From an optimization exercise on the open Yosys and OpenROAD flow, aimed at small area and few clock cycles; shortcuts taken in it are not production practice.
The RTL was checked by simulation tests, not by an equivalence proof against the original design.
Power figures rest on the tool's default switching activity, not on a simulated workload.

### design.v
module ftb_recv (
    input  wire       clk,
    input  wire       rst,
    input  wire       start,
    output wire       ready,
    input  wire       rx_valid,
    input  wire [7:0] rx_data,
    output wire       rx_take,
    output wire       done,
    output reg  [2:0] status,
    output reg  [7:0] plen,
    output wire       pl_valid,
    output wire [7:0] pl_data,
    input  wire       pl_ready
);
    localparam integer N = 252;             
    localparam [7:0] PLAST = N;             
    localparam [7:0] PFIRST = 8'd1;         
    localparam integer TAP = 11;
    localparam [3:0] TAP_LO = TAP + 1;
    localparam [2:0] ST_OK           = 3'd0,
                     ST_TIMED_OUT    = 3'd1,
                     ST_OVERFLOWED   = 3'd2,
                     ST_CRC_MISMATCH = 3'd3;
    reg [7:0]  ring [0:N-1];
    reg        busy;          
    reg [7:0]  cnt;           
    reg        exp_set;       
    reg [7:0]  len;           
    reg [15:0] crc;           
    reg [7:0]  rem;           
    reg [7:0]  tap;           
    reg [7:0]  fpos;          
    reg [7:0]  skid;          
    reg        sk_v;
    reg [15:0] crc_upd;
    integer i;
    always @* begin
        crc_upd = crc ^ {rx_data, 8'h00};
        for (i = 0; i < 8; i = i + 1)
            crc_upd = crc_upd[15] ? ((crc_upd << 1) ^ 16'h1021) : (crc_upd << 1);
    end
    wire       rem_nz  = |rem;
    wire       owed    = rem_nz || sk_v;      
    wire       hdr     = &cnt[7:1];           
    wire       in_pay  = exp_set && !hdr && (cnt < len);
    wire       at_end  = exp_set && !hdr && ({1'b0, cnt} == {1'b0, len} + 9'd2);
    wire       at_last = (cnt == 8'd253);     
    wire       first   = (cnt == 8'd0);
    wire       contig  = first || (fpos == cnt);
    wire       blk     = rem_nz && ((tap == PLAST && sk_v && !pl_ready) || (tap < rem));
    wire       allow   = (at_last || at_end) ? !owed :
                         in_pay ? (contig && !blk) : 1'b1;
    assign rx_take = busy && allow;
    wire   take     = rx_take && rx_valid;
    wire   wr       = take && in_pay;
    wire   fin_take = take && (at_last || (at_end && rx_data == 8'h03));
    wire   fin_to   = busy && !rx_valid && !owed;
    wire   crc_ok   = (crc == 16'h0000);
    wire   new_pay  = fin_take && !at_last && crc_ok && (len != 8'd0);
    assign done     = fin_take || fin_to;
    assign ready    = !busy || done;
    wire [7:0] cur      = rem_nz ? tap : fpos;
    wire       ring_due = rem_nz || new_pay;
    wire       at_tap   = (cur[3:0] == TAP_LO);
    wire       pull     = ring_due && at_tap && (!sk_v || pl_ready);
    reg  [7:0] tapv [0:15];
    integer j;
    always @*
        for (j = 0; j < 16; j = j + 1)
            tapv[j] = ring[16*j + TAP];
    wire [7:0] tap_data = tapv[cur[7:4]];
    assign pl_valid = sk_v || (ring_due && at_tap);
    assign pl_data  = sk_v ? skid : tap_data;
    always @* begin
        plen = len;
        if (!rx_valid)      status = ST_TIMED_OUT;
        else if (at_last)   status = ST_OVERFLOWED;
        else if (crc_ok)    status = ST_OK;
        else                status = ST_CRC_MISMATCH;
    end
    integer k;
    always @(posedge clk) begin
        ring[0] <= wr ? rx_data : ring[N-1];
        for (k = 1; k < N; k = k + 1)
            ring[k] <= ring[k-1];
    end
    always @(posedge clk) begin
        fpos <= (wr && first) ? PFIRST : (fpos == PLAST) ? PFIRST : fpos + 8'd1;
        tap  <= pull ? cur : (cur == PLAST) ? PFIRST : cur + 8'd1;
        if (pull && (sk_v || !pl_ready))
            skid <= tap_data;
        if (take) begin
            cnt <= cnt + 8'd1;
            if (cnt == 8'd254) exp_set <= (rx_data == 8'h02);
            if (cnt == 8'd255) len <= rx_data;
            crc <= hdr ? 16'h0000 : crc_upd;
        end
        if (rst) begin
            busy <= 1'b0;
            rem  <= 8'd0;
            sk_v <= 1'b0;
        end else begin
            if (start && ready) begin
                busy <= 1'b1;
                cnt  <= 8'd254;
            end else if (done) begin
                busy <= 1'b0;
            end
            rem  <= rem_nz ? rem - {7'd0, pull} : new_pay ? len - {7'd0, pull} : 8'd0;
            sk_v <= pull ? (sk_v || !pl_ready) : (sk_v && !pl_ready);
        end
    end
endmodule
### flow/run.sh
#!/bin/bash
# Standard ORFS layout (standard.sh), with two argument overrides:
#  - clock tree synthesis without dummy loads, with clkbuf_8 leaf buffers
#    driving clusters of up to 18 registers;
#  - the port buffers that global placement inserts use the smallest buffer.
# The make output goes to standard_flow.log; each step's own log is under
# orfs/logs/.
set -euo pipefail
export CTS_ARGS="-sink_clustering_enable -repair_clock_nets -dont_use_dummy_load -buf_list sky130_fd_sc_hd__clkbuf_8 -sink_clustering_size 18 -sink_clustering_max_diameter 60 -sink_buffer_max_cap_derate 1.0"
export BUFFER_PORTS_ARGS="-buffer_cell sky130_fd_sc_hd__buf_1"
bash standard.sh > standard_flow.log 2>&1
### standard.sh
#!/bin/bash
# synth_recipe.tcl (not shown) runs the flow's synth.tcl, then flattens the netlist and writes it again
# the make line also repeats each setting of config.mk as NAME=value (left out here)
make -C /OpenROAD-flow-scripts/flow DESIGN_CONFIG=/design/flow/config.mk WORK_HOME=/design/flow/orfs CLKGATE_MAP_FILE= SYNTH_SCRIPT=/design/flow/synth_recipe.tcl "${@:-finish}"
### config.mk
export PLATFORM = sky130hd
export DESIGN_NAME = ftb_recv
export DESIGN_NICKNAME = ftb_recv
export VERILOG_FILES = /design/flow/design.v
export SDC_FILE = /design/flow/constraint.sdc
export NUM_CORES = 4
export LEC_CHECK = 0
export CAP_MARGIN = 20
export CORE_MARGIN = 2
export CORE_UTILIZATION = 80
export GPL_ROUTABILITY_DRIVEN = 0
export GPL_TIMING_DRIVEN = 0
export SLEW_MARGIN = 20
### constraint.sdc
create_clock -name core_clock -period 10.0 [get_ports {clk}]
set_input_delay 2.0000 -clock core_clock [delete_from_list [all_inputs] [get_ports {clk}]]
set_output_delay 2.0000 -clock core_clock [all_outputs]
set_load 0.01 [all_outputs]
==> results of run 1 <==
[layout make-up]
cell class                 count  area [sq um]
antenna                        2          5.00
clock buffer                 134          1840
inverter                      32           120
timing repair buffer          49           253
sequential                  2083         42000
tap                          765           957
buffer                        30           148
multi-input combinational    530          3950
fill                        1994          8060
[per-layer routing]
metal,vias up,GRT usage (%)
met4,2,14.8
met1,9579,38.3
met3,315,7.20
met2,943,50.0
met5,-,0
li1,8959,-
[where the power goes]
part	switching (uW)	leakage (uW)	total, uW	internal, uW
clock network	2330	0.000963	3540	1210
registers	18.7	0.0168	8360	8340
logic	134	0.00171	211	76.9
total	2480	0.0195	12100	9630
[worst max-delay path, cell delays in order, from the launching register on]
cell	delay, ps
dfxtp_1	410
nor4_4	710
nand2_1	220
buf_2	290
a31oi_2	610
nor2_1	300
a221oi_1	570
o2111ai_1	230
o22a_1	260
mux2_2	320
buf_1	140
[path summary, 6_finish.rpt]
path / endpoint / depth (start not counted)
worst max-delay path: pl_data[4] / 10
worst min-delay path: ring[159][5] / 0
worst max register to register: rem[7] / 15
worst min register to register: ring[159][5] / 0
[cell families after synthesis]
family                     count (synthesis)
AOI/OAI and AO/OA                        181
xor gates and xnor gates                  58
adders and majority gates                 31
buffers and inverters                     62
DFF                                     2083
muxes                                     26
other                                      1
and+or+nand+nor                          233
[state kept, by name, summed over array words and instances (netlist names), 8 cells and up]
name	cells
len	8
tap	8
cnt	8
fpos	8
skid	8
rem	8
crc	16
ring	2016
[Yosys cell counts, types with 12 or more instances]
master | n | area (sq um)
a22oi_1 | 34 | 255
nand4_1 | 27 | 169
nor2_1 | 53 | 199
nand2_1 | 43 | 161
o21ai_0 | 30 | 150
a21oi_1 | 22 | 110
xor2_1 | 22 | 193
clkbuf_1 | 18 | 67.6
inv_1 | 32 | 120
dfxtp_1 | 2050 | 41000
mux2_2 | 19 | 214
nor2b_1 | 12 | 75.1
ha_1 | 30 | 375
nand2b_1 | 15 | 93.8
edfxtp_1 | 33 | 991
nand3_1 | 23 | 115
xnor2_1 | 36 | 315
and3_1 | 12 | 75.1
[through the flow]
| stage | worst slack (ps) | utilization [%] | hold WS [ps] | instance area [sq um] |
|---|---|---|---|---|
| 2_1_floorplan | 4440 | - | 310 | 46100 |
| 3_3_place_gp | 2770 | 82.3 | 310 | 47200 |
| 3_5_place_dp | 3650 | 82.7 | 312 | 47500 |
| 4_1_cts | 3270 | 85.9 | 288 | 49300 |
| 5_1_grt | 3130 | 85.9 | 283 | 49300 |
| 6_report | 3150 | 85.9 | 282 | 49300 |
==> summary.txt, run 1 <==
STA
  – Period utilisation layout: 68.5%
  – Relative slew slack: 19.7%
  – Worst slew pin tran: about 1200 ps
  – Max Clock Freq: ~150 MHz
  – Max-slew violation count: 0
  – Final setup TNS: 0 ps
  – Hold Violations, Final: 0
  – Clock Skews: 51.6 ps
  – RSZ-0062 raised after global routing: false
  – Final setup vio count: 0
  – Min cycle time layout: 6850 ps

Floorplanning
  – CORE AREA: 57400 sq um
  – Chip Width: roughly 240 um
  – Number of core rows: 88
  – Starting Density: between 80% and 90%
  – # IOs: 36
  – Die ar.: just under 60000 sq um
  – Die Span Y: 244 um

Hold path
  – HP Start: ring[158][5]
  – Hold Path Class: flop to flop

Cells and area
  – Fin cells: ~3600
  – P&R area growth vs syn: 6.88%
  – Commonest cells after routing, fill and taps aside: dfxtp_1, clkbuf_8, nor2_1
  – Final nets: 2903
  – Most common cell after layout, fill and taps aside: dfxtp_1
  – Share of cells above drive strength 1: 7.49%

Clock network
  – Reg clk slew, reported paths: 110 ps
  – Skew-Pair Late Insertion Delay: 820 ps
  – Post-CTS Setup Inserts: 0
  – Hold-fix buffers at CTS: 0
  – CTS resizes: 0
  – CTS root buf: clkbuf_8
  – Clock tree buffer depth: 3
  – Clk sink count: approximately 2100
  – CTS tree: yes
  – Htree depth: 4
  – Clock buffer count from CTS: 134

Global routing
  – Total grt overflow: 0
  – Vias in the first global route: 21272
  – Initial antenna violation count: 11
  – Largest net degree at the start of global routing: 26
  – GRT Util Overall: 30.4%
  – First-pass GRT wire length: about 130 mm

Synthesis
  – Post-Synth Simple-Gate Area: 2.73%
  – Synth unique cells: 80
  – Post-Synthesis Cell Area: 46100 sq um
  – Synth Area in Compound Gates: 3.01%
  – Adder-cell area share of the yosys netlist: 0.835%
  – Yosys Warn Count: 3
  – Syn Inst Count: 2675
  – Top FF cell, synth: dfxtp_1
  – Seq/Total Area, Yosys: 91.1%
  – Post-synth EDFFs: 33
  – Syn nets: 2718
  – Syn Area/Cell: 17.2 sq um
  – Async SR Flop Fraction: 0%
  – XOR/XNOR share of the synthesized area: 1.10%
  – Largest family of logic cells by synthesized area: compound AO/OA/AOI/OAI gates
  – Mux share of post-synthesis cell area: 0.624%
  – Seq cells post-synth: 2083

Place
  – IO buf count: 33
  – Inst Count DP: 3489
  – Final HPWL DP: 51.7 mm

Worst setup path
  – Crit path kind: flop to primary output
  – Critical path startpoint category: flop
  – WP data arrival: 4850 ps
  – Setup crit start: rem[5]
  – R2R Setup Slk: 5260 ps
  – Worst setup EP type: primary output
  – Worst-path maximum fanout: 10
  – Worst R2R Start: rem[5]
  – Worst Path Required: 8000 ps

Detailed routing
  – Top Metal Used: met5
  – Vias: 19798
  – Final antenna-violating net count: 0
  – DRC: 0
  – DR WL met2: about 42 mm
  – Total wire length: 87.7 mm
  – Initial drt markers: roughly 2000
  – Avg WL per Cell: roughly 24 um
  – Vias per cell: 5.46
  – DRT Pass-1 Iters: 8
  – Metal3 WL: approximately 5.7 mm
  – Metal-1 WL: 34.9 mm

Pwr
  – P_leak: 0.0195 uW
  – Pwr Total: 12100 uW
  – VDD IR-drop max: approximately 210 uV
  – Pwr Density: about 250 nW/um^2

Job
  – Max-cap viol count: 0

Status
  – Status: timing/DRC/antenna clean
Testbench counts, summed over its fixed seeds: cycles 55,728.
==> run 2: changes to the inputs <==
--- a/config.mk
+++ b/config.mk
@@ -8,6 +8,5 @@
 export CAP_MARGIN = 20
 export CORE_MARGIN = 2
-export CORE_UTILIZATION = 80
-export GPL_ROUTABILITY_DRIVEN = 0
+export CORE_UTILIZATION = 75
 export GPL_TIMING_DRIVEN = 0
 export SLEW_MARGIN = 20
==> run 2 against run 1 <==
Compared with the run above: critical endpoint unchanged; combinational power about the same; sequential cell count unchanged; maximum frequency up 5.3%; clock skew up 27 ps; cell count up 0.52%; synthesized cell count unchanged; worst setup slack better by 350 ps; sequential share of layout area down 0.082 points; via count down 6.1%.
==> summary.txt, run 2 <==
Synthesis
  – Most frequent cell after synthesis: dfxtp_1
  – Syn Inst Count: 2675
  – Seq/Total Area, Yosys: 91.1%
  – Synth unique cells: 80
  – Post-synth EDFFs: 33
  – Top FF cell, synth: dfxtp_1
  – Seq cells post-synth: 2083
  – Commonest cells in the netlist: dfxtp_1, nor2_1, nand2_1
  – Synth top area share: 89.0%
  – Synth top area cells: dfxtp_1, edfxtp_1, ha_1
  – Leading area contributor after synthesis: dfxtp_1
  – Syn nets: 2718
  – Syn Area/Cell: 17.2 sq um
  – Yosys Warn Count: 3
  – Post-Synthesis Cell Area: 46100 sq um
  – Async SR Flop Fraction: 0%

Clock network
  – Skew-Pair Late Insertion Delay: 800 ps
  – CTS root buf: clkbuf_8
  – Clock tree buffer depth: 3
  – CTS resizes: 0
  – Clk sink count: 2083
  – Hold-fix buffers at CTS: 0
  – CTS tree: yes
  – Clock buffer count from CTS: 134
  – Htree depth: 4
  – Post-CTS Setup Inserts: 0
  – Reg clk slew, reported paths: roughly 100 ps

Detailed routing
  – Initial drt markers: 1225
  – Final antenna-violating net count: 0
  – Vias: 18596
  – DRT Pass-1 Iters: 6
  – Vias per cell: around 5.1
  – Avg WL per Cell: between 20 and 25 um
  – Total wire length: 76.0 mm
  – DRC: 0

STA
  – Max Clock Freq: about 150 MHz
  – Relative slew slack: 23.4%
  – Final setup TNS: 0 ps
  – Max-slew violation count: 0
  – Final setup vio count: 0
  – Clock Skews: between 70 and 80 ps
  – Worst slew pin tran: 1130 ps
  – Setup WS post-layout: 3490 ps
  – Worst hold margin: ~290 ps
  – Period utilisation layout: 65.1%
  – Hold Violations, Final: 0
  – Min cycle time layout: 6510 ps
  – RSZ-0062 raised after global routing: false

Cells and area
  – Fin cells: 3644
  – P&R area growth vs syn: 6.99%
  – Most common cell after layout, fill and taps aside: dfxtp_1
  – Final nets: 2904
  – Share of cells above drive strength 1: 7.49%
  – Commonest cells after routing, fill and taps aside: dfxtp_1, clkbuf_8, nor2_1
  – Largest register FFs: between 2000 and 2500
  – Area taken by multi-input logic gates: 3950 sq um
  – Final-layout fill cell count: 2675
  – Largest regs: ring (2016), crc (16)
  – Top reg by flops: ring
  – Flip-flop and latch area: 42000 sq um

Worst setup path
  – Crit path kind: flop to primary output
  – Worst setup EP type: primary output
  – WP data arrival: 4510 ps
  – Worst Path Required: 8000 ps
  – Critical path startpoint category: flop
  – Worst-path maximum fanout: 10

Pwr
  – P_leak: a little under 0.02 uW
  – VDD IR-drop max: approximately 220 uV
  – Pwr Density: 243 nW/um^2

Floorplanning
  – Starting Density: 76.1%
  – # IOs: 36
  – Die ar.: 63500 sq um
  – Chip Width: about 250 um
  – Number of core rows: 90
  – Die Span Y: about 250 um
  – CORE AREA: approximately 60000 sq um

Global routing
  – GRT Util Overall: 24.8%
  – Total grt overflow: 0
  – Largest net degree at the start of global routing: 26
  – Initial antenna violation count: 10
  – Vias in the first global route: 19488
  – First-pass GRT wire length: roughly 120 mm

Place
  – RePlAce Congestion: 0.799
  – Inst Count DP: around 3500
  – IO buf count: 33
  – Final HPWL DP: between 50 and 60 mm
  – Pre-CTS WS: between 3000 and 4000 ps

Hold path
  – Hold Path Class: flop to flop

Status
  – Status: timing/DRC/antenna clean

Job
  – Max-cap viol count: 0
[run 2: cell counts after synthesis]
Identical to the previous run, type by type.
[run 2: power breakdown]
| part | total, uW | internal [uW] | leakage, uW | switching [uW] |
|---|---|---|---|---|
| registers | 8360 | 8340 | 0.0168 | 20.5 |
| logic | 212 | 76.4 | 0.00172 | 136 |
| clock network | 3430 | 1210 | 0.000963 | 2210 |
| total | 12000 | 9630 | 0.0195 | 2370 |
[run 2: cells by family after synthesis]
group | synth area share [%]
other | 0.00813
AO/OA/AOI/OAI | 3.01
AND/OR/NAND/NOR | 2.73
multiplexers | 0.624
flip-flops | 91.1
adder cells (fa/ha/maj) | 0.835
XOR/XNOR | 1.10
buffers and inverters | 0.578
[run 2: path summary, 6_finish.rpt]
| check | startpoint | endpoint | slack [ps] | cells after the start |
|---|---|---|---|---|
| hold / removal | ring[79][5] | ring[80][5] | 290 | 0 |
| setup / recovery | rem[5] | pl_data[4] | 3490 | 10 |
| hold reg to reg | ring[79][5] | ring[80][5] | 290 | 0 |
| setup reg to reg | rem[5] | rem[7] | 5780 | 15 |
[run 2: per-layer routing]
metal	global-route usage, %	vias to the layer above	wire length, um
met5	0	-	45
met4	11.2	6	2820
met3	4.91	192	3680
met2	38.9	525	35100
met1	33.9	8901	34400
li1	-	8972	-
[run 2: layout make-up]
class                   count  area share, %
clock buffers             134           3.74
flip-flops and latches   2083           85.2
multi-input cells         530           8.00
repair buffers             50          0.563
well taps                 782           1.98
plain buffers              30          0.297
inverters                  32          0.243
diodes                      3         0.0152
[run 2: through the flow]
stage                     area [sq um]  util (%)  total power [uW]
final                            49400      81.5             12000
after global routing             49300      81.5             12400
after CTS                        49300      81.4             12100
after detailed placement         47500      78.4              8760
after global placement           47200      78.0              8750
after floorplan                  46100         -              8700
[run 2: worst max-delay path: stages, from the launching register on]
cell       delay [ps]
dfxtp_1           370
nor4_4            640
nand2_1           180
buf_2             280
a31oi_2           630
nor2_1            280
a221oi_1          510
o2111ai_1         190
o22a_1            210
mux2_2            290
buf_1             140
==> run 3: changes to the inputs <==
--- a/config.mk
+++ b/config.mk
@@ -6,7 +6,7 @@
 export NUM_CORES = 4
 export LEC_CHECK = 0
+export ABC_AREA = 1
 export CAP_MARGIN = 20
 export CORE_MARGIN = 2
-export CORE_UTILIZATION = 75
-export GPL_TIMING_DRIVEN = 0
+export CORE_UTILIZATION = 70
 export SLEW_MARGIN = 20
==> run 3 against run 2 <==
Compared with the run above: still clean on timing, DRC and antenna; synthesized area decreased by 0.29%; combinational power increased by 140%; maximum frequency increased by 8.7%; core utilization decreased by 5.7 points; design area decreased by 0.66%; synthesized cell count increased by 6.4%; critical path depth increased by 6; critical endpoint is now pl_data[7]; largest power group unchanged; highest routed layer is now met4.
==> summary.txt, run 3 <==
STA
  – Worst slew pin tran: 910 ps
  – Relative slew slack: 39.3%
  – Worst hold margin: ~230 ps
  – Max Clock Freq: between 150 and 200 MHz
  – RSZ-0062 raised after global routing: false
  – Final setup vio count: 0
  – Max-slew violation count: 0
  – Period utilisation layout: 59.9%
  – Clock Skews: 96.2 ps
  – Final setup TNS: 0 ps
  – Min cycle time layout: 5990 ps
  – Hold Violations, Final: 0

Worst setup path
  – Crit path kind: flop to primary output
  – Crit path max-delay family: simple AND/OR/NAND/NOR gates
  – R2R Setup Slk: 6040 ps
  – Worst setup EP type: primary output
  – Critical path startpoint category: flop
  – Cells along the critical path: inv_1 -> nand3_2 -> nor2_8 -> inv_4 -> nand2_2 -> o21ai_4 -> nor2_2 -> inv_1 -> nor2_2 -> nand2_1 -> nand3_1 -> nor3_2 -> a21boi_2 -> nand2_1 -> nand2_1 -> buf_1
  – Crit-path most repeated cell: nand2_1
  – Crit-path max cell delay: 690 ps
  – WP data arrival: 3990 ps
  – Worst R2R Start: len[1]
  – Worst-path maximum fanout: 24
  – WP buf/inv: 4
  – FF-to-FF End: rem[4]
  – Worst Path Required: 8000 ps
  – Worst r2r path cells: 21
  – Highest-delay cell along the critical path: nor2_2

Global routing
  – First-pass GRT wire length: 101 mm
  – Total grt overflow: 0
  – Largest net degree at the start of global routing: 25
  – Vias in the first global route: between 15000 and 20000
  – GRT Util Overall: around 20%
  – Initial antenna violation count: 2

Job
  – Max-cap viol count: 0

Cells and area
  – Largest regs: ring (2016), crc (16)
  – Most common cell after layout, fill and taps aside: dfxtp_1
  – Fin cells: 3868
  – Top reg by flops: ring
  – Share of cells above drive strength 1: 6.77%
  – Fin area: 49000 sq um
  – Commonest cells after routing, fill and taps aside: dfxtp_1, nand2_1, clkbuf_8
  – P&R area growth vs syn: 6.60%
  – Final-layout fill cell count: 3622
  – Final nets: roughly 3100
  – Largest register FFs: 2016

Floorplanning
  – Number of core rows: 93
  – CORE AREA: 64700 sq um
  – Starting Density: between 70% and 80%
  – # IOs: 36
  – Die ar.: ~68000 sq um
  – Chip Width: around 260 um
  – Die Span Y: approximately 260 um

Hold path
  – Hold Path Class: flop to flop
  – Hold Path Depth: 0
  – HP Start: ring[242][3]
  – WHS Endpoint: ring[243][3]

Synthesis
  – Async SR Flop Fraction: 0%
  – Seq cells post-synth: about 2100
  – Leading area contributor after synthesis: dfxtp_1
  – Syn Inst Count: 2847
  – Syn Area/Cell: around 16 sq um
  – Most frequent cell after synthesis: dfxtp_1
  – Syn nets: 2890
  – Commonest cells in the netlist: dfxtp_1, nand2_1, inv_1
  – Seq/Total Area, Yosys: between 90% and 100%
  – Post-synth EDFFs: 33
  – Synth unique cells: 55
  – Yosys Warn Count: 3
  – Synth top area cells: dfxtp_1, nand2_1, edfxtp_1
  – Synth top area share: 89.2%
  – Top FF cell, synth: dfxtp_1
  – Post-Synthesis Cell Area: around 46000 sq um

Detailed routing
  – DRC: 0
  – Avg WL per Cell: around 17 um
  – Final antenna-violating net count: 0
  – DRT Pass-1 Iters: 6
  – Total wire length: 65.0 mm
  – Vias: 18047
  – Vias per cell: 4.67
  – Initial drt markers: roughly 900

Clock network
  – Skew-Pair Late Insertion Delay: 790 ps
  – CTS tree: yes
  – Post-CTS Setup Inserts: 0
  – Reg clk slew, reported paths: 100 ps
  – Clk sink count: 2083
  – Htree depth: 4
  – Clock tree buffer depth: 3
  – CTS root buf: clkbuf_8
  – CTS resizes: 0
  – Hold-fix buffers at CTS: 0
  – Clock buffer count from CTS: 135

Status
  – Status: timing/DRC/antenna clean

Pwr
  – Pwr Total: 12400 uW
  – Pwr Density: 252 nW/um^2
  – VDD IR-drop max: 199 uV
  – P_leak: 0.0199 uW

Place
  – Area post-placement: 47200 sq um
  – Final HPWL DP: 41.5 mm
  – IO buf count: 34
  – Inst Count DP: 3732
  – RePlAce Congestion: 0.842
-- run 3: logic make-up after synthesis --
group / synth area share (%)
flops: 91.4
simple gates: 4.93
buf+inv: 1.01
compound gates: 1.23
fa+ha+maj: 0.816
xor+xnor: 0.571
mux: 0.0490
other cells: 0.00815
-- run 3: layout make-up --
class | count | area, sq um | share of cell area [%]
clock buffers | 135 | 1860 | 3.79
repair buffers | 41 | 180 | 0.367
multi-input cells | 656 | 3500 | 7.15
flip-flops and latches | 2083 | 42000 | 85.7
diodes | 1 | 2.50 | 0.00510
well taps | 855 | 1070 | 2.18
inverters | 97 | 383 | 0.781
-- run 3: worst max path at each step --
stage / from / end / depth (start not counted)
after detailed placement: rx_data[1] / pl_valid / 11
after global routing: rem[6] / pl_data[7] / 16
final: rem[6] / pl_data[7] / 16
after floorplan: rx_data[3] / pl_valid / 8
after CTS: rem[6] / pl_data[7] / 16
after global placement: rx_data[1] / pl_valid / 11
-- run 3: worst reg2reg max path: cells and delay by family, from the launching register on --
kind,cells,cell delay (ps)
fa+ha+maj,3,790
simple gates,11,1360
compound gates,4,710
flops,1,510
buf+inv,3,440
-- run 3: where the power goes --
part           switching (uW)  leakage (uW)  internal (uW)
Combinational             356       0.00213            163
Clock                    2200      0.000971           1220
Sequential               57.6        0.0168           8380
Total                    2610        0.0199           9770
-- run 3: stage by stage --
stage / setup WS [ps] / utilization, %
6_report: 4010 / 75.8
5_1_grt: 3780 / 75.8
4_1_cts: 3910 / 75.8
3_5_place_dp: 4110 / 72.9
3_3_place_gp: 4170 / 72.9
2_1_floorplan: 4710 / -
-- run 3: per-layer routing --
layer	vias to the layer above	part of all wire, %	GRT usage [%]	routed length (um)
li1	9139	-	-	-
met4	0	3.5	8.90	2280
met5	-	0	0	0
met2	324	43	29.8	28100
met3	152	3.8	3.95	2450
met1	8432	49	28.4	32200
==> run 4: changes to the inputs <==
--- a/config.mk
+++ b/config.mk
@@ -6,5 +6,4 @@
 export NUM_CORES = 4
 export LEC_CHECK = 0
-export ABC_AREA = 1
 export CAP_MARGIN = 20
 export CORE_MARGIN = 2
==> run 4 against run 3 <==
Compared with the run above: register-to-register slack worse by 810 ps; synthesized area up 0.29%; count of clock-buffer cells in the layout up 1; total power down 3.0%; worst hold slack better by 59 ps; critical path depth down 8; clock power about the same; largest power group unchanged.
==> summary.txt, run 4 <==
Synthesis
  – Commonest cells in the netlist: dfxtp_1, nor2_1, nand2_1
  – Most frequent cell after synthesis: dfxtp_1
  – Syn nets: about 2700
  – Seq/Total Area, Yosys: 91.1%
  – Syn Inst Count: 2675
  – Post-synth EDFFs: 33
  – Async SR Flop Fraction: 0%
  – Synth top area cells: dfxtp_1, edfxtp_1, ha_1
  – Synth unique cells: 80
  – Seq cells post-synth: between 2000 and 2500
  – Leading area contributor after synthesis: dfxtp_1
  – Synth top area share: 89.0%
  – Post-Synthesis Cell Area: 46100 sq um
  – Top FF cell, synth: dfxtp_1
  – Syn Area/Cell: 17.2 sq um
  – Yosys Warn Count: 3

Cells and area
  – Final-layout fill cell count: 3652
  – Most common cell after layout, fill and taps aside: dfxtp_1
  – P&R area growth vs syn: 6.70%
  – Largest regs: ring (2016), crc (16)
  – Largest register FFs: ~2000
  – Commonest cells after routing, fill and taps aside: dfxtp_1, clkbuf_8, nor2_1
  – Share of cells above drive strength 1: between 6 and 7%
  – Top reg by flops: ring
  – Flip-flop and latch area: 42000 sq um
  – Final nets: 2869
  – Area taken by multi-input logic gates: 3880 sq um

Global routing
  – First-pass GRT wire length: 104 mm
  – GRT Util Overall: 20.8%
  – Vias in the first global route: 18283
  – Largest net degree at the start of global routing: 42
  – Initial antenna violation count: 16
  – Total grt overflow: 0

Pwr
  – P_leak: 0.0194 uW
  – VDD IR-drop max: 217 uV
  – Pwr Density: 244 nW/um^2

Floorplanning
  – Die Span Y: 261 um
  – Starting Density: 70.4%
  – Die ar.: 68000 sq um
  – CORE AREA: around 66000 sq um
  – Number of core rows: 94
  – Chip Width: 261 um
  – # IOs: 36

Worst setup path
  – Worst r2r path cells: 13
  – Crit path kind: flop to primary output
  – Worst Path Required: 8000 ps
  – Worst R2R Start: rem[5]
  – Crit path capture: pl_data[7]
  – Crit-path max cell delay: 970 ps
  – WP data arrival: 4690 ps
  – Highest-delay cell along the critical path: mux2i_1
  – Cells along the critical path: nor4_4 -> nand2_1 -> mux2i_1 -> a22o_1 -> a221oi_1 -> o2111ai_1 -> mux2_2 -> buf_1
  – Setup crit start: rem[5]
  – R2R Setup Slk: 5230 ps
  – Critical path startpoint category: flop
  – Worst setup EP type: primary output
  – Worst-path maximum fanout: 21
  – FF-to-FF End: rem[7]

Hold path
  – Hold Path Class: flop to flop

STA
  – Setup WS post-layout: 3310 ps
  – Clock Skews: 71.8 ps
  – Min cycle time layout: ~6700 ps
  – Max-slew violation count: 0
  – RSZ-0062 raised after global routing: false
  – Worst slew pin tran: 1080 ps
  – Max Clock Freq: 150 MHz
  – Final setup TNS: 0 ps
  – Final setup vio count: 0
  – Period utilisation layout: between 60% and 70%
  – Hold Violations, Final: 0
  – Relative slew slack: 27.9%

Clock network
  – Clock buffer count from CTS: 136
  – Post-CTS Setup Inserts: 0
  – Clock tree buffer depth: 3
  – Skew-Pair Late Insertion Delay: 780 ps
  – CTS root buf: clkbuf_8
  – Htree depth: 4
  – Clk sink count: 2083
  – CTS tree: yes
  – Reg clk slew, reported paths: 90 ps
  – Hold-fix buffers at CTS: 0
  – CTS resizes: 0

Detailed routing
  – DRC: 0
  – Avg WL per Cell: 18.8 um
  – Initial drt markers: about 1300
  – Vias per cell: 4.92
  – Final antenna-violating net count: 0
  – Vias: between 15000 and 20000
  – DRT Pass-1 Iters: 6
  – Total wire length: 69.3 mm

Place
  – RePlAce Congestion: 0.829
  – Pre-CTS WS: approximately 3800 ps
  – IO buf count: 34
  – Final HPWL DP: ~45 mm

Status
  – Status: timing/DRC/antenna clean

Job
  – Max-cap viol count: 0
[run 4: changes by cell type in the layout (fill, tap and decap cells not counted), sizes merged, moves of 11 or more]
cell,previous run,this run
nand2,287,43
inv,96,32
nor2,95,54
a22oi,0,35
nand3,54,23
xnor2,13,36
mux2,2,19
nand2b,0,15
nor2b,0,12
and3,1,12
[run 4: layout make-up]
cell class / instances / area share, %
Timing Repair Buffer: 43 / 0.437
Multi-Input combinational cell: 530 / 7.89
Sequential cell: 2083 / 85.4
Tap cell: 864 / 2.20
Inverter: 32 / 0.244
Antenna cell: 6 / 0.0305
Clock buffer: 136 / 3.80
[run 4: worst max-delay path, delay by kind of cell, from the launching register on]
kind	cells	cell delay [ps]
muxes	2	1230
and+or+nand+nor	2	1670
DFF	1	370
buffers and inverters	1	170
AOI/OAI and AO/OA	3	520
[run 4: logic make-up (layout without fill, tap and decap cells)]
| family | after synthesis | after routing | synth area share [%] |
|---|---|---|---|
| flops | 2083 | 2083 | 91.1 |
| simple gates | 233 | 233 | 2.73 |
| compound gates | 181 | 181 | 3.01 |
| buf+inv | 62 | 211 | 0.578 |
| xor+xnor | 58 | 58 | 1.10 |
| fa+ha+maj | 31 | 31 | 0.835 |
| mux | 26 | 26 | 0.624 |
| other cells | 1 | 7 | 0.00813 |
[run 4: how the worst min path moves through the flow]
stage	from	to	slack, ps	cells past startpoint
global route	ring[132][5]	ring[133][5]	290	0
finish	ring[132][5]	ring[133][5]	290	0
CTS	ring[45][2]	ring[46][2]	280	0
detailed placement	ring[31][5]	ring[32][5]	310	0
floorplan	ring[99][0]	ring[100][0]	310	0
global placement	ring[229][7]	ring[230][7]	310	0
[run 4: per-stage QoR]
step / hold WS (ps) / util (%) / instances / power [uW] / instance area (sq um)
floorplan: 310 / - / 2675 / 8700 / 46100
global placement: 309 / 72.2 / 3551 / 8750 / 47300
detailed placement: 312 / 72.2 / 3551 / 8750 / 47300
CTS: 283 / 75.1 / 3687 / 12100 / 49200
global route: 287 / 75.1 / 3691 / 12400 / 49200
finish: 286 / 75.1 / 3694 / 12000 / 49200
[run 4: per-layer routing]
metal	part of all wire, %	track usage (%)	wire (um)	vias up
met5	0	0	0	-
met4	3.3	9.02	2270	0
met3	5.1	4.52	3570	157
met2	43	30.5	29500	456
met1	49	30.1	34000	8671
li1	-	-	-	8884
[run 4: power breakdown]
part / switching, uW / internal (uW)
Clock: 2220 / 1230
Sequential: 38.5 / 8340
Combinational: 110 / 72.6
==> run 5: changes to the inputs <==
--- a/design.v
+++ b/design.v
@@ -65,10 +65,14 @@
     wire       at_tap   = (cur[3:0] == TAP_LO);
     wire       pull     = ring_due && at_tap && (!sk_v || pl_ready);
-    reg  [7:0] tapv [0:15];
+    reg  [15:0] oh;
+    reg  [7:0] tap_data;
     integer j;
-    always @*
+    always @* begin
         for (j = 0; j < 16; j = j + 1)
-            tapv[j] = ring[16*j + TAP];
-    wire [7:0] tap_data = tapv[cur[7:4]];
+            oh[j] = (cur[7:4] == j);
+        tap_data = 8'd0;
+        for (j = 0; j < 16; j = j + 1)
+            tap_data = tap_data | (ring[16*j + TAP] & {8{oh[j]}});
+    end
     assign pl_valid = sk_v || (ring_due && at_tap);
     assign pl_data  = sk_v ? skid : tap_data;
--- a/config.mk
+++ b/config.mk
@@ -6,4 +6,5 @@
 export NUM_CORES = 4
 export LEC_CHECK = 0
+export ABC_AREA = 1
 export CAP_MARGIN = 20
 export CORE_MARGIN = 2
==> run 5 against run 4 <==
Compared with the run above: total power is 0.11% higher; largest power group unchanged; non-clock buffer count is 7 lower; clock power hardly changed; via count is 0.12% higher; critical endpoint is now ready; cell count is 4.5% higher; worst setup slack better by 860 ps; routed wire length is 2.8% lower; count of clock-buffer cells in the layout is 1 lower; synthesized cell count is 6.4% higher; die area is 0.52% lower.
==> summary.txt, run 5 <==
STA
  – Hold Violations, Final: 0
  – RSZ-0062 raised after global routing: false
  – Setup WS post-layout: 4170 ps
  – Max Clock Freq: between 150 and 200 MHz
  – Period utilisation layout: 58.3%
  – Clock Skews: 90.6 ps
  – Worst slew pin tran: 768 ps
  – Max-slew violation count: 0
  – Relative slew slack: 48.6%
  – Min cycle time layout: 5830 ps
  – Final setup vio count: 0
  – Final setup TNS: 0 ps

Worst setup path
  – Crit-path max cell delay: 370 ps
  – Worst Path Required: 8000 ps
  – Worst-path maximum fanout: 20
  – Critical path startpoint category: input pin
  – Crit-path most repeated cell: nand2_1
  – Highest-delay cell along the critical path: inv_2
  – Worst setup EP type: primary output
  – Cells along the critical path: buf_1 -> inv_1 -> nand2_1 -> nor3_1 -> nand2_1 -> nand3_1 -> nand2_1 -> nor2_1 -> nor2_2 -> nand2_2 -> inv_2 -> nand2_1 -> o211ai_2 -> buf_1
  – WP data arrival: 3830 ps
  – Crit path kind: input pin to primary output

Synthesis
  – Leading area contributor after synthesis: dfxtp_1
  – Seq/Total Area, Yosys: 91.6%
  – Syn nets: ~2900
  – Mux share of post-synthesis cell area: 0%
  – Adder-cell area share of the yosys netlist: less than 1%
  – Commonest cells in the netlist: dfxtp_1, nand2_1, inv_1
  – Synth unique cells: 45
  – Synth Area in Compound Gates: 1.45%
  – Synth top area cells: dfxtp_1, edfxtp_1, nand2_1
  – Syn Area/Cell: 16.1 sq um
  – Seq cells post-synth: 2083
  – Post-Synth Simple-Gate Area: between 4 and 5%
  – Post-synth EDFFs: 33
  – Post-Synthesis Cell Area: 45900 sq um
  – Most frequent cell after synthesis: dfxtp_1
  – Largest family of logic cells by synthesized area: simple AND/OR/NAND/NOR gates
  – Yosys Warn Count: 2
  – Async SR Flop Fraction: 0%
  – XOR/XNOR share of the synthesized area: less than 1%
  – Top FF cell, synth: dfxtp_1
  – Synth top area share: 89.4%
  – Syn Inst Count: 2846

Pwr
  – P_leak: 0.0200 uW
  – Pwr Density: 246 nW/um^2
  – VDD IR-drop max: 181 uV
  – Pwr Total: 12000 uW

Clock network
  – Skew-Pair Late Insertion Delay: 770 ps
  – Clock buffer count from CTS: 135
  – Clock tree buffer depth: 3
  – Clk sink count: 2083
  – CTS resizes: 0
  – Reg clk slew, reported paths: 100 ps
  – CTS tree: yes
  – Post-CTS Setup Inserts: 0
  – Hold-fix buffers at CTS: 0
  – Htree depth: 4
  – CTS root buf: clkbuf_8

Global routing
  – Vias in the first global route: 18536
  – GRT Util Overall: 20.6%
  – Largest net degree at the start of global routing: 27
  – Total grt overflow: 0
  – Initial antenna violation count: 7
  – First-pass GRT wire length: 104 mm

Hold path
  – Hold Path Class: flop to flop

Floorplanning
  – Starting Density: 71.1%
  – Die ar.: 67600 sq um
  – # IOs: 36
  – Chip Width: 260 um
  – Die Span Y: 260 um
  – Number of core rows: 93
  – CORE AREA: 64600 sq um

Status
  – Status: timing/DRC/antenna clean

Cells and area
  – Commonest cells after routing, fill and taps aside: dfxtp_1, nand2_1, clkbuf_8
  – Final core occ: 75.7%
  – Share of cells above drive strength 1: 6.15%
  – Most common cell after layout, fill and taps aside: dfxtp_1
  – Largest regs: ring (2016), crc (16)
  – Largest register FFs: about 2000
  – P&R area growth vs syn: 6.55%
  – Top reg by flops: ring
  – Final nets: between 3000 and 4000
  – Fin area: 48900 sq um

Detailed routing
  – DRC: 0
  – Vias: approximately 18000
  – Final antenna-violating net count: 0
  – Initial drt markers: 1095
  – DRT Pass-1 Iters: 5
  – Avg WL per Cell: 17.4 um
  – Total wire length: 67.3 mm
  – Vias per cell: 4.71

Job
  – Max-cap viol count: 0

Place
  – Area post-placement: ~47000 sq um
  – RePlAce Congestion: 0.866
  – Final HPWL DP: 43.3 mm
  – Pre-CTS WS: 4200 ps
  – IO buf count: 34
-- run 5: area by class of cell --
| class | count | area, sq um |
|---|---|---|
| antenna | 1 | 2.50 |
| clock buffer | 135 | 1860 |
| fill | 3527 | 15700 |
| inverter | 119 | 447 |
| multi-input combinational | 633 | 3340 |
| sequential | 2083 | 42000 |
| tap | 855 | 1070 |
| timing repair buffer | 36 | 143 |
-- run 5: per-layer routing --
layer	GRT usage (%)	part of all wire, %
met5	0	0.019
met4	8.00	2.9
met3	4.00	3.8
met2	31.8	45
met1	29.2	48
-- run 5: worst max-delay path, delay by kind of cell --
kind | cells | cell delay, ps
and+or+nand+nor | 9 | 960
buffers and inverters | 4 | 710
AOI/OAI and AO/OA | 1 | 150
-- run 5: path summary, 6_finish.rpt --
path / from / slack [ps] / cells after the start / endpoint
worst min-delay path: ring[225][4] / 280 / 0 / ring[226][4]
worst min register to register: ring[225][4] / 280 / 0 / ring[226][4]
worst max register to register: len[2] / 5880 / 26 / rem[7]
worst max-delay path: pl_ready / 4170 / 14 / ready
-- run 5: kinds of logic after synthesis --
kind of cell / after synthesis
flops: 2083
simple gates: 466
buf+inv: 130
compound gates: 106
xor+xnor: 30
fa+ha+maj: 30
other cells: 1
-- run 5: stage by stage --
stage | std cells | hold slack, ps
finish | 3862 | 281
global route | 3862 | 279
CTS | 3861 | 280
detailed placement | 3726 | 312
global placement | 3726 | 310
floorplan | 2846 | 310
-- run 5: power breakdown --
part           internal [uW]  switching, uW
clock                   1220           2220
combinational           62.9            129
sequential              8360           33.9
total                   9650           2380
Testbench counts of run 5, summed over its fixed seeds: cycles 55,728.
==> run 6: changes to the inputs <==
==> flow/run.sh (replaced) <==
#!/bin/bash
# Standard ORFS layout (standard.sh), with two argument overrides:
#  - clock tree synthesis without dummy loads, with clkbuf_8 leaf buffers
#    driving clusters of up to 19 registers;
#  - the port buffers that global placement inserts use the smallest buffer.
# The make output goes to standard_flow.log; each step's own log is under
# orfs/logs/.
set -euo pipefail
export CTS_ARGS="-sink_clustering_enable -repair_clock_nets -dont_use_dummy_load -buf_list sky130_fd_sc_hd__clkbuf_8 -sink_clustering_size 19 -sink_clustering_max_diameter 60 -sink_buffer_max_cap_derate 1.0"
export BUFFER_PORTS_ARGS="-buffer_cell sky130_fd_sc_hd__buf_1"
bash standard.sh > standard_flow.log 2>&1
==> run 6 against run 5 <==
Compared with the run above: worst setup slack improved by 14 ps; sequential share of layout area increased by 0.34 points; die area unchanged; critical path depth unchanged; synthesized area is the same; clock skew grew 23 ps; critical endpoint unchanged; global-route usage fell by 0.50 points.
==> summary.txt, run 6 <==
Clock network
  – Clock tree buffer depth: 3
  – Hold-fix buffers at CTS: 0
  – Post-CTS Setup Inserts: 0
  – CTS root buf: clkbuf_8
  – Skew-Pair Late Insertion Delay: 750 ps
  – CTS tree: yes
  – Reg clk slew, reported paths: 100 ps
  – Htree depth: 3
  – Clk sink count: 2083
  – Clock buffer count from CTS: 121
  – CTS resizes: 0

Global routing
  – Largest net degree at the start of global routing: 27
  – First-pass GRT wire length: about 100 mm
  – GRT Util Overall: 20.1%
  – Vias in the first global route: 18437
  – Total grt overflow: 0
  – Initial antenna violation count: 8

Detailed routing
  – Total wire length: 66.2 mm
  – Vias per cell: 4.70
  – Vias: 18109
  – Initial drt markers: 1060
  – Final antenna-violating net count: 0
  – DRC: 0
  – Avg WL per Cell: 17.2 um
  – DRT Pass-1 Iters: 5

STA
  – Final setup vio count: 0
  – RSZ-0062 raised after global routing: false
  – Max-slew violation count: 0
  – Hold Violations, Final: 0
  – Min cycle time layout: 5810 ps
  – Period utilisation layout: around three fifths
  – Worst hold margin: about 270 ps
  – Max Clock Freq: 172 MHz
  – Worst slew pin tran: around 800 ps
  – Final setup TNS: 0 ps
  – Relative slew slack: 46.6%
  – Clock Skews: 114 ps

Synthesis
  – Async SR Flop Fraction: 0%
  – XOR/XNOR share of the synthesized area: less than 1%
  – Post-Synthesis Cell Area: 45900 sq um
  – Adder-cell area share of the yosys netlist: 0.818%
  – Seq cells post-synth: 2083
  – Mux share of post-synthesis cell area: 0%
  – Synth Area in Compound Gates: approximately 1.4%
  – Yosys Warn Count: 2
  – Top FF cell, synth: dfxtp_1
  – Syn Inst Count: roughly 2800
  – Syn nets: 2889
  – Commonest cells in the netlist: dfxtp_1, nand2_1, inv_1
  – Post-Synth Simple-Gate Area: 4.43%
  – Synth top area cells: dfxtp_1, edfxtp_1, nand2_1
  – Largest family of logic cells by synthesized area: simple AND/OR/NAND/NOR gates
  – Leading area contributor after synthesis: dfxtp_1
  – Synth unique cells: 45
  – Syn Area/Cell: 16.1 sq um
  – Post-synth EDFFs: 33
  – Most frequent cell after synthesis: dfxtp_1
  – Synth top area share: 89.4%
  – Seq/Total Area, Yosys: 91.6%

Cells and area
  – Share of cells above drive strength 1: 5.72%
  – Top reg by flops: ring
  – Largest regs: ring (2016), crc (16)
  – Largest register FFs: 2016
  – P&R area growth vs syn: 6.13%
  – Final core occ: around three quarters
  – Final nets: around 3000
  – Most common cell after layout, fill and taps aside: dfxtp_1
  – Final-layout fill cell count: around 3500
  – Commonest cells after routing, fill and taps aside: dfxtp_1, nand2_1, clkbuf_8
  – Fin cells: 3849

Pwr
  – VDD IR-drop max: 233 uV
  – P_leak: 0.0198 uW
  – Pwr Total: 11900 uW
  – Pwr Density: 243 nW/um^2

Place
  – IO buf count: 34
  – RePlAce Congestion: 0.866
  – Final HPWL DP: between 40 and 50 mm
  – Inst Count DP: 3726

Worst setup path
  – WP data arrival: ~3800 ps
  – R2R Setup Slk: just under 6000 ps
  – Worst setup EP type: primary output
  – Worst R2R Start: len[2]
  – Crit path capture: ready
  – FF-to-FF End: rem[7]
  – Worst-path maximum fanout: 20
  – Crit-path max cell delay: between 300 and 400 ps
  – Critical path startpoint category: input pin
  – Setup crit start: pl_ready
  – Worst Path Required: ~8000 ps
  – Highest-delay cell along the critical path: inv_2
  – Cells along the critical path: buf_1 -> inv_1 -> nand2_1 -> nor3_1 -> nand2_1 -> nand3_1 -> nand2_1 -> nor2_1 -> nor2_2 -> nand2_2 -> inv_2 -> nand2_1 -> o211ai_2 -> buf_1
  – Worst r2r path cells: 26
  – Crit-path most repeated cell: nand2_1
  – Crit path kind: input pin to primary output

Hold path
  – Hold Path Class: flop to flop

Status
  – Status: timing/DRC/antenna clean

Floorplanning
  – Number of core rows: 93
  – Chip Width: 260 um
  – Die ar.: 67600 sq um
  – # IOs: 36
  – Starting Density: 71.1%
  – CORE AREA: roughly 65000 sq um
  – Die Span Y: 260 um

Job
  – Max-cap viol count: 0
run 6: cell types whose count changed in the layout (fill, tap and decap cells not counted), sizes merged:
cell    delta
clkbuf    -14
diode      +1
run 6: cells by family (layout without fill, tap and decap cells):
family | count (synthesis) | count (layout)
AOI/OAI and AO/OA | 106 | 106
xor gates and xnor gates | 30 | 30
adders and majority gates | 30 | 30
buffers and inverters | 130 | 276
DFF | 2083 | 2083
other | 1 | 3
and+or+nand+nor | 466 | 466
run 6: worst min-delay path by stage:
stage | start | endpoint | slack, ps | cells past startpoint
after floorplan | ring[99][0] | ring[100][0] | 310 | 0
after global placement | ring[102][3] | ring[103][3] | 310 | 0
after detailed placement | ring[200][7] | ring[201][7] | 310 | 0
after CTS | ring[0][5] | ring[1][5] | 280 | 0
after global routing | ring[243][4] | ring[244][4] | 270 | 0
final | ring[0][5] | ring[1][5] | 270 | 0
run 6: power breakdown:
part,switching (uW),internal [uW],leakage (uW)
Clock,2180,1090,0.000870
Combinational,129,62.9,0.00215
Sequential,33.9,8360,0.0168
run 6: cell type report:
class,count,area (sq um),share of cell area (%)
tap,855,1070,2.20
clock buffer,121,1670,3.42
antenna,2,5.00,0.0103
timing repair buffer,36,143,0.293
inverter,119,447,0.917
multi-input combinational,633,3340,6.86
sequential,2083,42000,86.3
run 6: stage by stage:
step	setup WS, ps	instance area, sq um
after floorplan	4730	45900
after global placement	4280	47000
after detailed placement	4200	47000
after CTS	4190	48700
after global routing	3920	48700
final	4190	48700
run 6: metal layers:
metal | wire length (um) | vias to the layer above | share of wire (%) | global-route usage (%)
li1 | - | 9099 | - | -
met1 | 32700 | 8553 | 49 | 29.2
met2 | 29300 | 334 | 44 | 31.0
met3 | 2470 | 123 | 3.7 | 3.17
met4 | 1770 | 0 | 2.7 | 7.28
met5 | 0 | - | 0 | 0
run 6: critical path: cells and delay by family:
| kind | cells | cell delay, ps |
|---|---|---|
| and+or+nand+nor | 9 | 960 |
| buffers and inverters | 4 | 690 |
| AOI/OAI and AO/OA | 1 | 150 |
==> run 7: changes to the inputs <==
--- a/design.v
+++ b/design.v
@@ -49,5 +49,5 @@
     wire       first   = (cnt == 8'd0);
     wire       contig  = first || (fpos == cnt);
-    wire       blk     = rem_nz && ((tap == PLAST && sk_v && !pl_ready) || (tap < rem));
+    wire       blk     = rem_nz && (((&tap[7:2]) && sk_v && !pl_ready) || (tap < rem));
     wire       allow   = (at_last || at_end) ? !owed :
                          in_pay ? (contig && !blk) : 1'b1;
@@ -91,6 +91,6 @@
     end
     always @(posedge clk) begin
-        fpos <= (wr && first) ? PFIRST : (fpos == PLAST) ? PFIRST : fpos + 8'd1;
-        tap  <= pull ? cur : (cur == PLAST) ? PFIRST : cur + 8'd1;
+        fpos <= (wr && first) ? PFIRST : (&fpos[7:2]) ? PFIRST : fpos + 8'd1;
+        tap  <= pull ? cur : (&cur[7:2]) ? PFIRST : cur + 8'd1;
         if (pull && (sk_v || !pl_ready))
             skid <= tap_data;
==> run 7 against run 6 <==
Compared with the run above: die area fell by 0.16%; non-clock buffer count fell by 2; worst setup slack got worse by 300 ps; largest cell class unchanged; highest routed layer is now met5.
==> summary.txt, run 7 <==
Pwr
  – VDD IR-drop max: 223 uV
  – Pwr Density: between 200 and 300 nW/um^2
  – P_leak: between 0.015 and 0.02 uW

Global routing
  – GRT Util Overall: ~20%
  – Largest net degree at the start of global routing: 28
  – Vias in the first global route: 18421
  – First-pass GRT wire length: ~100 mm
  – Total grt overflow: 0
  – Initial antenna violation count: 7

Clock network
  – Clock buffer count from CTS: about 120
  – CTS resizes: 0
  – CTS tree: yes
  – Reg clk slew, reported paths: 110 ps
  – Htree depth: 3
  – Post-CTS Setup Inserts: 0
  – Clk sink count: between 2000 and 2500
  – Hold-fix buffers at CTS: 0
  – Skew-Pair Late Insertion Delay: 730 ps
  – CTS root buf: clkbuf_8
  – Clock tree buffer depth: 3

Worst setup path
  – Setup crit start: pl_ready
  – R2R Setup Slk: 5690 ps
  – Critical path startpoint category: input pin
  – Worst setup EP type: primary output
  – WP data arrival: 4110 ps
  – Worst-path maximum fanout: 27
  – Crit path capture: ready
  – Worst R2R Start: len[3]
  – Worst r2r path cells: 20
  – Worst Path Required: about 8000 ps
  – FF-to-FF End: rem[6]
  – Crit path kind: input pin to primary output

Detailed routing
  – Vias: 17899
  – Total wire length: 67.4 mm
  – DRT Pass-1 Iters: 5
  – DR WL met2: around 31 mm
  – Vias per cell: between 4 and 5
  – Initial drt markers: 958
  – Metal3 WL: 2.45 mm
  – Metal-1 WL: 32.5 mm
  – Avg WL per Cell: 17.7 um
  – DRC: 0
  – Final antenna-violating net count: 0
  – Top Metal Used: met5

Synthesis
  – Leading area contributor after synthesis: dfxtp_1
  – Mux share of post-synthesis cell area: 0.0492%
  – XOR/XNOR share of the synthesized area: 0.650%
  – Top FF cell, synth: dfxtp_1
  – Synth unique cells: 46
  – Post-synth EDFFs: 33
  – Syn Area/Cell: 16.3 sq um
  – Synth top area share: 89.6%
  – Post-Synth Simple-Gate Area: 4.14%
  – Seq cells post-synth: 2083
  – Syn Inst Count: 2804
  – Seq/Total Area, Yosys: 91.7%
  – Yosys Warn Count: 2
  – Commonest cells in the netlist: dfxtp_1, nand2_1, inv_1
  – Syn nets: 2846
  – Most frequent cell after synthesis: dfxtp_1
  – Async SR Flop Fraction: 0%
  – Synth Area in Compound Gates: under 10%
  – Post-Synthesis Cell Area: roughly 46000 sq um
  – Adder-cell area share of the yosys netlist: less than 1%
  – Largest family of logic cells by synthesized area: simple AND/OR/NAND/NOR gates
  – Synth top area cells: dfxtp_1, edfxtp_1, nand2_1

STA
  – Setup WS post-layout: 3890 ps
  – Max Clock Freq: 164 MHz
  – Hold Violations, Final: 0
  – Max-slew violation count: 0
  – Min cycle time layout: 6110 ps
  – RSZ-0062 raised after global routing: false
  – Worst slew pin tran: 1060 ps
  – Final setup vio count: 0
  – Clock Skews: 69.6 ps
  – Period utilisation layout: 61.1%
  – Relative slew slack: 28.9%
  – Final setup TNS: 0 ps

Cells and area
  – Commonest cells after routing, fill and taps aside: dfxtp_1, nand2_1, clkbuf_8
  – P&R area growth vs syn: 6.11%
  – Share of cells above drive strength 1: just under 6%
  – Final nets: between 2000 and 3000
  – Most common cell after layout, fill and taps aside: dfxtp_1
  – Largest regs: ring (2016), crc (16)
  – Top reg by flops: ring
  – Largest register FFs: between 2000 and 2500

Floorplanning
  – Die Span Y: 260 um
  – Die ar.: 67500 sq um
  – Starting Density: around 70%
  – Number of core rows: between 90 and 100
  – Chip Width: roughly 260 um
  – # IOs: 36
  – CORE AREA: 64600 sq um

Place
  – RePlAce Congestion: about 0.86
  – Pre-CTS WS: 3960 ps
  – Final HPWL DP: roughly 43 mm
  – IO buf count: 34

Hold path
  – Hold Path Class: flop to flop

Job
  – Max-cap viol count: 0

Status
  – Status: timing/DRC/antenna clean
-- run 7: cell count changes after synthesis, moves of 6 or more --
cell and delta:
a21oi_1 +9, a221oi_1 +8, inv_1 -12, nand2_1 -37
nand3_1 -8, nor2_4 +6, o21ai_0 -13, o21ai_1 +6
-- run 7: layout make-up --
type | instances | area (sq um)
diodes | 5 | 12.5
inverters | 102 | 383
multi-input cells | 606 | 3320
fillers | 3511 | 16000
well taps | 855 | 1070
flip-flops and latches | 2083 | 42000
clock buffers | 121 | 1670
repair buffers | 34 | 128
-- run 7: cell families after synthesis --
group           count (synthesis)
flops                        2083
mux                             2
xor+xnor                       34
simple gates                  422
other cells                     1
buf+inv                       115
fa+ha+maj                      29
compound gates                118
-- run 7: metal layers --
layer,track usage (%),vias up
li1,-,8993
met1,29.5,8505
met2,32.3,305
met3,3.32,94
met4,6.64,2
met5,0,-
-- run 7: worst min-delay path by stage --
stage | endpoint | cells past startpoint | slack, ps | startpoint
floorplan | ring[100][0] | 0 | 310 | ring[99][0]
global placement | ring[157][3] | 0 | 310 | ring[156][3]
detailed placement | ring[114][7] | 0 | 310 | ring[113][7]
CTS | ring[13][1] | 0 | 270 | ring[12][1]
global route | ring[10][0] | 0 | 280 | ring[9][0]
finish | ring[10][0] | 0 | 280 | ring[9][0]
-- run 7: worst max-delay path: stages --
cell      delay [ps]
buf_1            100
nor2_1            80
nand4_1          120
nand2_1           60
nand2_1          100
nand2_1           70
nand2_1           70
nor2_1            60
nor2_4           160
nand2_2          110
inv_2            440
nand2_1          320
o211ai_2         210
buf_1            190
-- run 7: power by group --
group | leakage (uW) | total, uW | internal, uW | switching [uW]
Combinational | 0.00193 | 505 | 153 | 353
Clock | 0.000870 | 3270 | 1090 | 2190
Sequential | 0.0168 | 8450 | 8390 | 66.3
Total | 0.0196 | 12200 | 9630 | 2600
-- run 7: through the flow --
| step | area [sq um] | util (%) | total power [uW] | hold WS [ps] | instances |
|---|---|---|---|---|---|
| finish | 48600 | 75.3 | 12200 | 281 | 3806 |
| global route | 48600 | 75.3 | 12700 | 280 | 3806 |
| CTS | 48600 | 75.3 | 12300 | 271 | 3801 |
| detailed placement | 46900 | 72.7 | 9140 | 312 | 3680 |
| global placement | 46900 | 72.7 | 9130 | 310 | 3680 |
| floorplan | 45800 | - | 8960 | 310 | 2804 |
Testbench counts of run 7, summed over its fixed seeds: cycles 55,728.
==> run 8: changes to the inputs <==
--- a/design.v
+++ b/design.v
@@ -49,5 +49,5 @@
     wire       first   = (cnt == 8'd0);
     wire       contig  = first || (fpos == cnt);
-    wire       blk     = rem_nz && (((&tap[7:2]) && sk_v && !pl_ready) || (tap < rem));
+    wire       blk     = rem_nz && ((tap == PLAST && sk_v && !pl_ready) || (tap < rem));
     wire       allow   = (at_last || at_end) ? !owed :
                          in_pay ? (contig && !blk) : 1'b1;
@@ -65,14 +65,10 @@
     wire       at_tap   = (cur[3:0] == TAP_LO);
     wire       pull     = ring_due && at_tap && (!sk_v || pl_ready);
-    reg  [15:0] oh;
-    reg  [7:0] tap_data;
+    reg  [7:0] tapv [0:15];
     integer j;
-    always @* begin
+    always @*
         for (j = 0; j < 16; j = j + 1)
-            oh[j] = (cur[7:4] == j);
-        tap_data = 8'd0;
-        for (j = 0; j < 16; j = j + 1)
-            tap_data = tap_data | (ring[16*j + TAP] & {8{oh[j]}});
-    end
+            tapv[j] = ring[16*j + TAP];
+    wire [7:0] tap_data = tapv[cur[7:4]];
     assign pl_valid = sk_v || (ring_due && at_tap);
     assign pl_data  = sk_v ? skid : tap_data;
@@ -91,6 +87,6 @@
     end
     always @(posedge clk) begin
-        fpos <= (wr && first) ? PFIRST : (&fpos[7:2]) ? PFIRST : fpos + 8'd1;
-        tap  <= pull ? cur : (&cur[7:2]) ? PFIRST : cur + 8'd1;
+        fpos <= (wr && first) ? PFIRST : (fpos == PLAST) ? PFIRST : fpos + 8'd1;
+        tap  <= pull ? cur : (cur == PLAST) ? PFIRST : cur + 8'd1;
         if (pull && (sk_v || !pl_ready))
             skid <= tap_data;
==> flow/run.sh (replaced) <==
#!/bin/bash
# Standard ORFS layout (standard.sh), with two argument overrides:
#  - clock tree synthesis without dummy loads, with clkbuf_8 leaf buffers
#    driving clusters of up to 21 registers;
#  - the port buffers that global placement inserts use the smallest buffer.
# The make output goes to standard_flow.log; each step's own log is under
# orfs/logs/.
set -euo pipefail
export CTS_ARGS="-sink_clustering_enable -repair_clock_nets -dont_use_dummy_load -buf_list sky130_fd_sc_hd__clkbuf_8 -sink_clustering_size 21 -sink_clustering_max_diameter 60 -sink_buffer_max_cap_derate 1.0"
export BUFFER_PORTS_ARGS="-buffer_cell sky130_fd_sc_hd__buf_1"
bash standard.sh > standard_flow.log 2>&1
==> run 8 against run 7 <==
Compared with the run above: sequential power is essentially flat; critical path depth grew 2; non-clock buffer count grew 7; register-to-register slack gained 340 ps; clock skew grew 43 ps; largest cell class unchanged.
==> summary.txt, run 8 <==
Worst setup path
  – Critical path startpoint category: flop
  – WP data arrival: 3960 ps
  – Worst setup EP type: primary output
  – Worst Path Required: around 8000 ps
  – Worst-path maximum fanout: 24
  – Crit path kind: flop to primary output

Global routing
  – GRT Util Overall: 20.6%
  – First-pass GRT wire length: 105 mm
  – Total grt overflow: 0
  – Initial antenna violation count: 3
  – Vias in the first global route: 18866
  – Largest net degree at the start of global routing: 25

Clock network
  – Htree depth: 3
  – Skew-Pair Late Insertion Delay: 750 ps
  – Reg clk slew, reported paths: 110 ps
  – Post-CTS Setup Inserts: 0
  – Clk sink count: 2083
  – CTS root buf: clkbuf_8
  – Clock buffer count from CTS: 111
  – CTS tree: yes
  – Hold-fix buffers at CTS: 0
  – Clock tree buffer depth: 3
  – CTS resizes: 0

Pwr
  – Pwr Density: 250 nW/um^2
  – VDD IR-drop max: 179 uV
  – P_leak: between 0.015 and 0.02 uW

STA
  – Final setup vio count: 0
  – Min cycle time layout: 5960 ps
  – Worst slew pin tran: approximately 960 ps
  – Clock Skews: 112 ps
  – Worst hold margin: 248 ps
  – Hold Violations, Final: 0
  – Period utilisation layout: between 50% and 60%
  – Relative slew slack: 36.0%
  – RSZ-0062 raised after global routing: false
  – Max Clock Freq: 168 MHz
  – Max-slew violation count: 0
  – Final setup TNS: 0 ps

Synthesis
  – Synth unique cells: 55
  – Seq cells post-synth: 2083
  – Synth top area share: 89.2%
  – Post-synth EDFFs: 33
  – Syn nets: 2890
  – Leading area contributor after synthesis: dfxtp_1
  – Yosys Warn Count: 3
  – Seq/Total Area, Yosys: 91.4%
  – Post-Synthesis Cell Area: 46000 sq um
  – Most frequent cell after synthesis: dfxtp_1
  – Synth top area cells: dfxtp_1, nand2_1, edfxtp_1
  – Top FF cell, synth: dfxtp_1
  – Syn Area/Cell: ~16 sq um
  – Async SR Flop Fraction: 0%
  – Syn Inst Count: between 2000 and 3000
  – Commonest cells in the netlist: dfxtp_1, nand2_1, inv_1

Cells and area
  – Final-layout fill cell count: between 3000 and 4000
  – Fin area: 48700 sq um
  – Top reg by flops: ring
  – Most common cell after layout, fill and taps aside: dfxtp_1
  – Largest regs: ring (2016), crc (16)
  – P&R area growth vs syn: 5.88%
  – Final nets: 3033
  – Area taken by multi-input logic gates: 3500 sq um
  – Largest register FFs: 2016
  – Share of cells above drive strength 1: 6.02%
  – Flip-flop and latch area: 42000 sq um
  – Commonest cells after routing, fill and taps aside: dfxtp_1, nand2_1, clkbuf_8

Detailed routing
  – Vias per cell: roughly 4.7
  – Final antenna-violating net count: 0
  – Total wire length: 67.6 mm
  – DRC: 0
  – Vias: around 18000
  – DRT Pass-1 Iters: 6
  – Avg WL per Cell: 17.6 um
  – Initial drt markers: 953

Floorplanning
  – Number of core rows: 93
  – Die Span Y: 260 um
  – # IOs: 36
  – Starting Density: 71.1%
  – Chip Width: approximately 260 um
  – CORE AREA: around 65000 sq um
  – Die ar.: ~68000 sq um

Place
  – Final HPWL DP: 41.5 mm
  – IO buf count: 34
  – RePlAce Congestion: 0.842
  – Area post-placement: around 47000 sq um

Job
  – Max-cap viol count: 0

Hold path
  – Hold Path Class: flop to flop

Status
  – Status: timing/DRC/antenna clean
run 8: cell count changes in the layout (fill, tap and decap cells not counted), moves of 8 or more:
| cell | delta |
|---|---|
| nand2_1 | +57 |
| clkbuf_8 | -10 |
| a221oi_1 | -9 |
| inv_2 | -8 |
| a21oi_1 | -12 |
run 8: worst paths after layout:
| kind | start | to | slack (ps) | cells after the start |
|---|---|---|---|---|
| max reg2reg | len[1] | rem[4] | 6030 | 21 |
| min | ring[242][3] | ring[243][3] | 250 | 0 |
| max | rem[6] | pl_data[7] | 4040 | 16 |
| min reg2reg | ring[242][3] | ring[243][3] | 250 | 0 |
run 8: worst max-delay path, cell delays in order, from the launching register on:
cell and delay, ps:
dfxtp_1 350, inv_1 120, nand3_2 150, nor2_8 370, inv_4 160, nand2_2 120, o21ai_4 110, nor2_2 150
inv_1 90, nor2_2 730, nand2_1 140, nand3_1 180, nor3_2 70, a21boi_2 170, nand2_1 70, nand2_1 110
buf_1 160
run 8: cell families after synthesis:
family                   count (synthesis)  synth area share, %
multiplexers                             2               0.0490
buffers and inverters                  108                 1.01
AO/OA/AOI/OAI                           89                 1.23
XOR/XNOR                                30                0.571
AND/OR/NAND/NOR                        504                 4.93
adder cells (fa/ha/maj)                 30                0.816
flip-flops                            2083                 91.4
other                                    1              0.00815
run 8: layer usage:
metal | global-route usage [%] | wire length (um)
met5 | 0 | 0
met4 | 8.35 | 2280
met3 | 3.28 | 2460
met2 | 32.5 | 30600
met1 | 29.1 | 32300
run 8: stage by stage:
stage               setup slack (ps)  std cells  util, %  power (uW)
floorplan                       4710       2847        -        8950
global placement                4170       3732     72.9        9140
detailed placement              4110       3732     72.9        9150
CTS                             3990       3843     75.3       12200
global route                    3850       3844     75.3       12600
finish                          4040       3844     75.3       12200
run 8: area by class of cell:
cell class                      count  share of cell area [%]
Sequential cell                  2083                    86.3
Multi-Input combinational cell    656                    7.20
Clock buffer                      111                    3.14
Tap cell                          855                    2.20
Inverter                           97                   0.786
Timing Repair Buffer               41                   0.370
Antenna cell                        1                 0.00514
run 8: where the power goes:
group	internal [uW]	switching (uW)
Sequential	8390	58.2
Combinational	163	358
Clock	1000	2180
Testbench counts of run 8, summed over its fixed seeds: cycles 55,728.

re-timing with driven ports:
The results above use ideal ports. As a check the final layouts listed here were re-extracted and re-timed, cells and wires unchanged.
Step 1 (the two cells are an assumption about what drives the block):
set clk [get_ports {clk}]
set_driving_cell -lib_cell sky130_fd_sc_hd__clkbuf_16 $clk
set_driving_cell -lib_cell sky130_fd_sc_hd__buf_2 [delete_from_list [all_inputs] $clk]
Step 2 adds t to the input delays and takes it off the output delays; t is the mean of the earliest and latest rising clock arrival at the registers after step 1. Input paths then give back, and output paths get back, about the clock's delay inside the block.
Three values: ideal, step 1, step 2; two values: the first two.
run | shift t [ns] | setup WS [ns] | worst hold slack (ns) | worst register clock-pin slew, ns
run 1 | 0.853 | 3.146 / 3.082 / 3.496 | 0.282 / 0.282 / 0.282 | 0.12 / 0.12
run 2 | 0.819 | 3.494 / 3.438 / 3.533 | 0.285 / 0.285 / 0.285 | 0.11 / 0.11
run 3 | 0.805 | 4.013 / 3.949 / 4.096 | 0.227 / 0.227 / 0.227 | 0.11 / 0.11
run 4 | 0.818 | 3.313 / 3.250 / 3.709 | 0.286 / 0.286 / 0.286 | 0.12 / 0.12
run 5 | 0.791 | 4.174 / 4.144 / 4.144 | 0.281 / 0.281 / 0.281 | 0.11 / 0.11
run 6 | 0.764 | 4.188 / 4.158 / 4.158 | 0.271 / 0.271 / 0.271 | 0.12 / 0.12
run 7 | 0.777 | 3.890 / 3.789 / 3.789 | 0.281 / 0.281 / 0.281 | 0.12 / 0.12
run 8 | 0.759 | 4.036 / 3.977 / 4.081 | 0.248 / 0.248 / 0.248 | 0.12 / 0.12
After both steps every run listed still meets setup and hold. For run 7, which loses most, drivers alone change the setup slack by -0.101 ns; drivers and shift together by -0.101 ns.
